This is an optimization exercise on Yosys and OpenROAD, whose aim is small area, a short achievable clock period and few clock cycles, not a production implementation. Function was checked by simulation only, so behaviour that the tests miss may differ from the original. Power is estimated from default activity; no workload was simulated.

==> flow/design.v <==
module dll_cpu4 (
    input  wire       clk,
    input  wire       rst,         
    input  wire       cmd_valid,
    input  wire [1:0] cmd_op,
    input  wire [3:0] cmd_addr,
    input  wire [7:0] cmd_data,
    output wire       ready,
    output wire [3:0] pc,
    output wire [3:0] ac,
    output wire [7:0] ir,
    output wire [3:0] mar,
    output wire       flag_z,
    output wire       flag_c,
    output wire       halted,
    output wire       out_valid,
    output wire [3:0] out_data,
    output wire [127:0] mem_state   
);
    localparam OP_STEP  = 2'd0;
    localparam OP_WRITE = 2'd1;
    localparam OP_DRAIN = 2'd2;
    localparam S_IDLE = 1'b0;
    localparam S_EXEC = 1'b1;
    localparam [3:0] I_LDA = 4'b0001;
    localparam [3:0] I_ADD = 4'b0010;
    localparam [3:0] I_STA = 4'b0011;
    localparam [3:0] I_OUT = 4'b0100;
    localparam [3:0] I_HLT = 4'b1111;
    reg [7:0] mem [0:15];
    reg [3:0] pc_r;
    reg [3:0] ac_r;
    reg [7:0] ir_r;
    reg [3:0] mar_r;
    reg       z_r;
    reg       c_r;
    reg       halted_r;
    reg       out_valid_r;
    reg [3:0] out_data_r;
    reg       state;
    wire accept = cmd_valid && (state == S_IDLE);
    wire [3:0] opcode  = ir_r[7:4];
    wire [3:0] operand = ir_r[3:0];
    wire [3:0] rd_addr = (state == S_EXEC) ? operand : pc_r;
    wire [7:0] rd_data = mem[rd_addr];
    wire [8:0] sum = {5'd0, ac_r} + {1'b0, rd_data};
    integer i;
    always @(posedge clk) begin
        if (rst) begin
            for (i = 0; i < 16; i = i + 1)
                mem[i] <= 8'h00;
            pc_r        <= 4'd0;
            ac_r        <= 4'd0;
            ir_r        <= 8'h00;
            mar_r       <= 4'd0;
            z_r         <= 1'b1;
            c_r         <= 1'b0;
            halted_r    <= 1'b0;
            out_valid_r <= 1'b0;
            out_data_r  <= 4'd0;
            state       <= S_IDLE;
        end else if (state == S_IDLE) begin
            if (accept) begin
                case (cmd_op)
                    OP_STEP: begin
                        if (!halted_r) begin
                            mar_r <= pc_r;
                            ir_r  <= rd_data;
                            pc_r  <= pc_r + 4'd1;
                            state <= S_EXEC;
                        end
                    end
                    OP_WRITE: mem[cmd_addr] <= cmd_data;
                    OP_DRAIN: out_valid_r <= 1'b0;
                    default: ;
                endcase
            end
        end else begin
            state <= S_IDLE;
            if (opcode != I_ADD)
                c_r <= 1'b0;
            case (opcode)
                I_LDA: begin
                    mar_r <= operand;
                    ac_r  <= rd_data[3:0];
                    z_r   <= (rd_data[3:0] == 4'd0);
                end
                I_ADD: begin
                    mar_r <= operand;
                    ac_r  <= sum[3:0];
                    z_r   <= (sum[3:0] == 4'd0);
                    c_r   <= (sum > 9'd15);
                end
                I_STA: begin
                    mar_r        <= operand;
                    mem[operand] <= {4'd0, ac_r};
                end
                I_OUT: begin
                    out_valid_r <= 1'b1;
                    out_data_r  <= ac_r;
                end
                I_HLT: halted_r <= 1'b1;
                default: ;
            endcase
        end
    end
    assign ready     = (state == S_IDLE);
    assign pc        = pc_r;
    assign ac        = ac_r;
    assign ir        = ir_r;
    assign mar       = mar_r;
    assign flag_z    = z_r;
    assign flag_c    = c_r;
    assign halted    = halted_r;
    assign out_valid = out_valid_r;
    assign out_data  = out_data_r;
    genvar g;
    generate
        for (g = 0; g < 16; g = g + 1) begin : g_state
            assign mem_state[8*g +: 8] = mem[g];
        end
    endgenerate
endmodule
==> flow/run.sh <==
#!/bin/bash
# synth_recipe.tcl (not shown) runs the flow's synth.tcl, then flattens the netlist and writes it again
# the make line also repeats each setting of config.mk as NAME=value (left out here)
make -C /OpenROAD-flow-scripts/flow DESIGN_CONFIG=/design/flow/config.mk WORK_HOME=/design/flow/orfs CLKGATE_MAP_FILE= SYNTH_SCRIPT=/design/flow/synth_recipe.tcl finish
==> flow/config.mk <==
export PLATFORM = sky130hd
export DESIGN_NAME = dll_cpu4
export DESIGN_NICKNAME = dll_cpu4
export VERILOG_FILES = /design/flow/design.v
export SDC_FILE = /design/flow/constraint.sdc
export NUM_CORES = 4
export LEC_CHECK = 0
export CAP_MARGIN = 20
export CORE_MARGIN = 2
export CORE_UTILIZATION = 40
export SLEW_MARGIN = 20
==> flow/constraint.sdc <==
create_clock -name core_clock -period 5.0 [get_ports {clk}]
set_input_delay 1.0000 -clock core_clock [delete_from_list [all_inputs] [get_ports {clk}]]
set_output_delay 1.0000 -clock core_clock [all_outputs]
set_load 0.01 [all_outputs]
==> summary.txt <==
- Syn_nets: 610
- Filler cell count: 1485
- CTS sink count: ~160
- DR WL/cell: 23.8 microns
- Vias in the first global route: between 5000 and 6000
- I/O Pins: 174
- Critical Path RT: 5.32 ns
- Post-synthesis sequential area ratio: 0.617
- Post-CTS Resized: 0
- Smallest hold slack: 0.478 ns
- Status: timing/DRC/antenna clean
- Fmax: 222 MHz
- # rows: 48
- DIE AREA: between 15000 and 20000 sq um
- Worst R2R Path Depth: 13
- Pwr dens: 312 nW/um^2
- Final Total Pwr: 3.04 mW
- Area of the multi-input gates: 2610 sq um
- Final core area utilization: 0.559
- Hpwl dp: approximately 17 mm
- Hold path endpoint: c_r$_SDFFE_PP0P_
- Slew HR: 0.372
- Clock Skews: 0.00784 ns
- Clk pin slew, worst setup/hold paths: 0.06 ns
- Area grow syn2layout: 35.8%
- Antenna Nets Post-Route: 0
- # hold bufs at CTS: 0
- Reg area: ~4400 sq um
- CP Class: flop to flop
- Post-synthesis cell count: approximately 590
- Clock buffer depth: 2
- Fin Setup TNS: 0 ns
- Port Buffers: roughly 170
- Number of remaining DRC errors: 0
- Worst hold path class: flop to flop
- Syn. warnings: 1
- Die Wd: 138 microns
- H-tree Lvls: 4
- FF-to-FF setup slack: 0.49 ns
- Ratio of cells with drive above 1 in the final layout: 0.0977
- Post-synth top flop: edfxtp_1
- Syn_area_per_cell: 12.2 sq um
- Initial Util: 0.412
- Share of the synthesized area in the top cell type: 0.536
- Detailed Routing Iterations Pass 1: 4
- Max-slew violations: 0
- Number of synthesized flops with an enable pin: 128
- Post-layout minimum cycle time: 4.51 ns
- Root Buffer: clkbuf_16
- Global Route Usage Sum: 0.256
- Count leader, synth: nor2_1
- Net total in the final layout: 789
- Setup-failing EPs final: 0
- Ys async rst share: 0
- Via density: 5.69
- Final wirelength: 23.9 mm
- Die height: 138 microns
- Worst slew pin tran: a little over 0.9 ns
- TritonCTS clock tree: done
- DR vias: about 5700
- #FFs+latches synth: 157
- Placed Area: ~9200 sq um
- Clock latency on the worst-skew pair: 0.43 ns
- Worst R2R Start: state$_SDFF_PP0_
- Crit-path max FO: 18
- GRT overflow: 0
- CTS buffer count: 17
- Global-route wire length before repair: 34.6 mm
- Post-synth top cells: nor2_1, edfxtp_1, nand2_1, dfxtp_1, mux2i_1
- Post-CTS Setup Bufs: 0
- Endpoint class of the critical path: flop
- Core Region: between 15000 and 20000 sq um
- Pleak: approximately 3.6 nW
- Largest net degree at the start of global routing: approximately 50
- Post-Syn Area: 7180 sq um
- Final Hold Vio Count: 0
- Max-cap violations: 0
- Gpl congestion: 0.919
- WP data arrival: 4.82 ns
- Synth area leaders: edfxtp_1, nor2_1, dfxtp_1, mux4_2, mux2i_1
- Hold_sp: c_r$_SDFFE_PP0P_
- DRT iter0 DRCs: 564
- WHS Path Cells: 2
- Initial antenna violation count: 0
- Worst Setup Start Kind: flop
- Number of distinct library cells after synthesis: 53
- Crit Reg-Reg Endpoint: z_r$_SDFFE_PP1P_
- RSZ-0062 raised after global routing: no
- Antenna cells: 0
- Final worst-path cycle share: 0.901
- Largest area contributor in the netlist: edfxtp_1
- Worst IR Drop VDD: approximately 240 uV
- Final instance area: between 9000 and 10000 sq um
logic make-up after synthesis:
family / count (synthesis) / share of synthesized area
simple gates: 262 / 0.155
compound gates: 66 / 0.0659
mux: 56 / 0.124
flops: 157 / 0.617
buf+inv: 34 / 0.0204
xor+xnor: 4 / 0.00488
fa+ha+maj: 7 / 0.0133
metal layers:
layer  global-route usage  part of all wire  vias to the layer above
met3               0.0541             0.087                       44
met2                0.401              0.48                      304
met1                0.353              0.41                     2859
li1                     -                 -                     2505
met4               0.0947             0.026                        0
met5                    0                 0                        -
worst max-delay path, cell delays in order (launching register included):
cell,delay (ns)
dfxtp_1,0.82
mux2i_4,0.35
buf_4,0.30
mux4_2,0.55
mux2i_1,0.33
o221ai_1,0.30
ha_1,0.31
fa_1,0.38
and2_1,0.17
o21ai_0,0.24
nor4_1,0.09
nor3_1,0.27
o41ai_2,0.13
o311a_1,0.14
worst max path at each step:
stage	from	end	slack (ns)	cells after the start
detailed placement	state$_SDFF_PP0_	z_r$_SDFFE_PP1P_	0.65	13
finish	state$_SDFF_PP0_	z_r$_SDFFE_PP1P_	0.49	13
floorplan	state$_SDFF_PP0_	z_r$_SDFFE_PP1P_	1.56	14
CTS	state$_SDFF_PP0_	z_r$_SDFFE_PP1P_	0.65	13
global placement	state$_SDFF_PP0_	c_r$_SDFFE_PP0P_	0.78	12
global route	state$_SDFF_PP0_	c_r$_SDFFE_PP0P_	0.26	12
where the power goes:
part | internal, mW | total [mW] | leakage [nW] | switching, mW
Sequential | 1.45 | 1.49 | 1.58 | 0.0408
Clock | 0.747 | 1.26 | 0.270 | 0.516
Combinational | 0.134 | 0.288 | 1.74 | 0.154
Total | 2.33 | 3.04 | 3.59 | 0.711
area by class of cell:
| class | instances | area share |
|---|---|---|
| sequential | 157 | 0.454 |
| tap | 225 | 0.0289 |
| inverter | 7 | 0.00270 |
| multi-input combinational | 395 | 0.267 |
| clock inverter | 10 | 0.0118 |
| clock buffer | 22 | 0.0466 |
| timing repair buffer | 187 | 0.189 |
flip-flops by register name, summed over array words and instances (netlist names), 4 cells and up:
register / count
mar_r: 4
ir_r: 8
out_data_r: 4
pc_r: 4
ac_r: 4
mem: 128
per-stage QoR:
step | setup WS (ns) | std cells
2_1_floorplan | 1.56 | 586
5_1_grt | 0.261 | 1003
3_5_place_dp | 0.648 | 971
6_report | 0.493 | 1003
4_1_cts | 0.651 | 1003
3_3_place_gp | 0.784 | 971
cells in the final DEF (no fill, tap or decap), types with 8 or more instances in the layout:
cell type        synthesis  final
nor3_1                   8      8
clkdlybuf4s50_1          0    173
nor2_1                 164    164
clkbuf_16                0     17
nand2b_1                22     22
mux4_2                  24     24
buf_4                    0     14
a21oi_1                 13     13
edfxtp_1               128    128
nand2_1                 49     49
a22oi_1                  8      8
dfxtp_1                 29     29
mux2i_1                 26     26
a211oi_1                 8      8
Testbench counts, summed over its fixed seeds: cycles 99,982.

-- what the ideal ports hide --
Ports are ideal in the flow. The routed layout listed here was re-timed in OpenROAD. Step 1 assumes that a clkbuf_16 drives the clock port and a buf_2 every other input. Step 2 times the ports against the registers' clock, not the clock port: input delays grow and output delays shrink by t, the midpoint of the rising clock arrivals with the driver on. a / b / c = ideal / step 1 / step 2; a / b = the first two.
t, ns: 0.468
setup WS [ns]: 0.493 / 0.493 / 0.493
worst hold slack (ns): 0.478 / 0.478 / 0.478
slew at the worst register clock pin (ns): 0.06 / 0.06
worst slew at a driven data input, ns: 0.04
After both steps this run still meets setup and hold. The setup slack of this run moves by 0.000 ns with the drivers and by 0.000 ns with both steps.
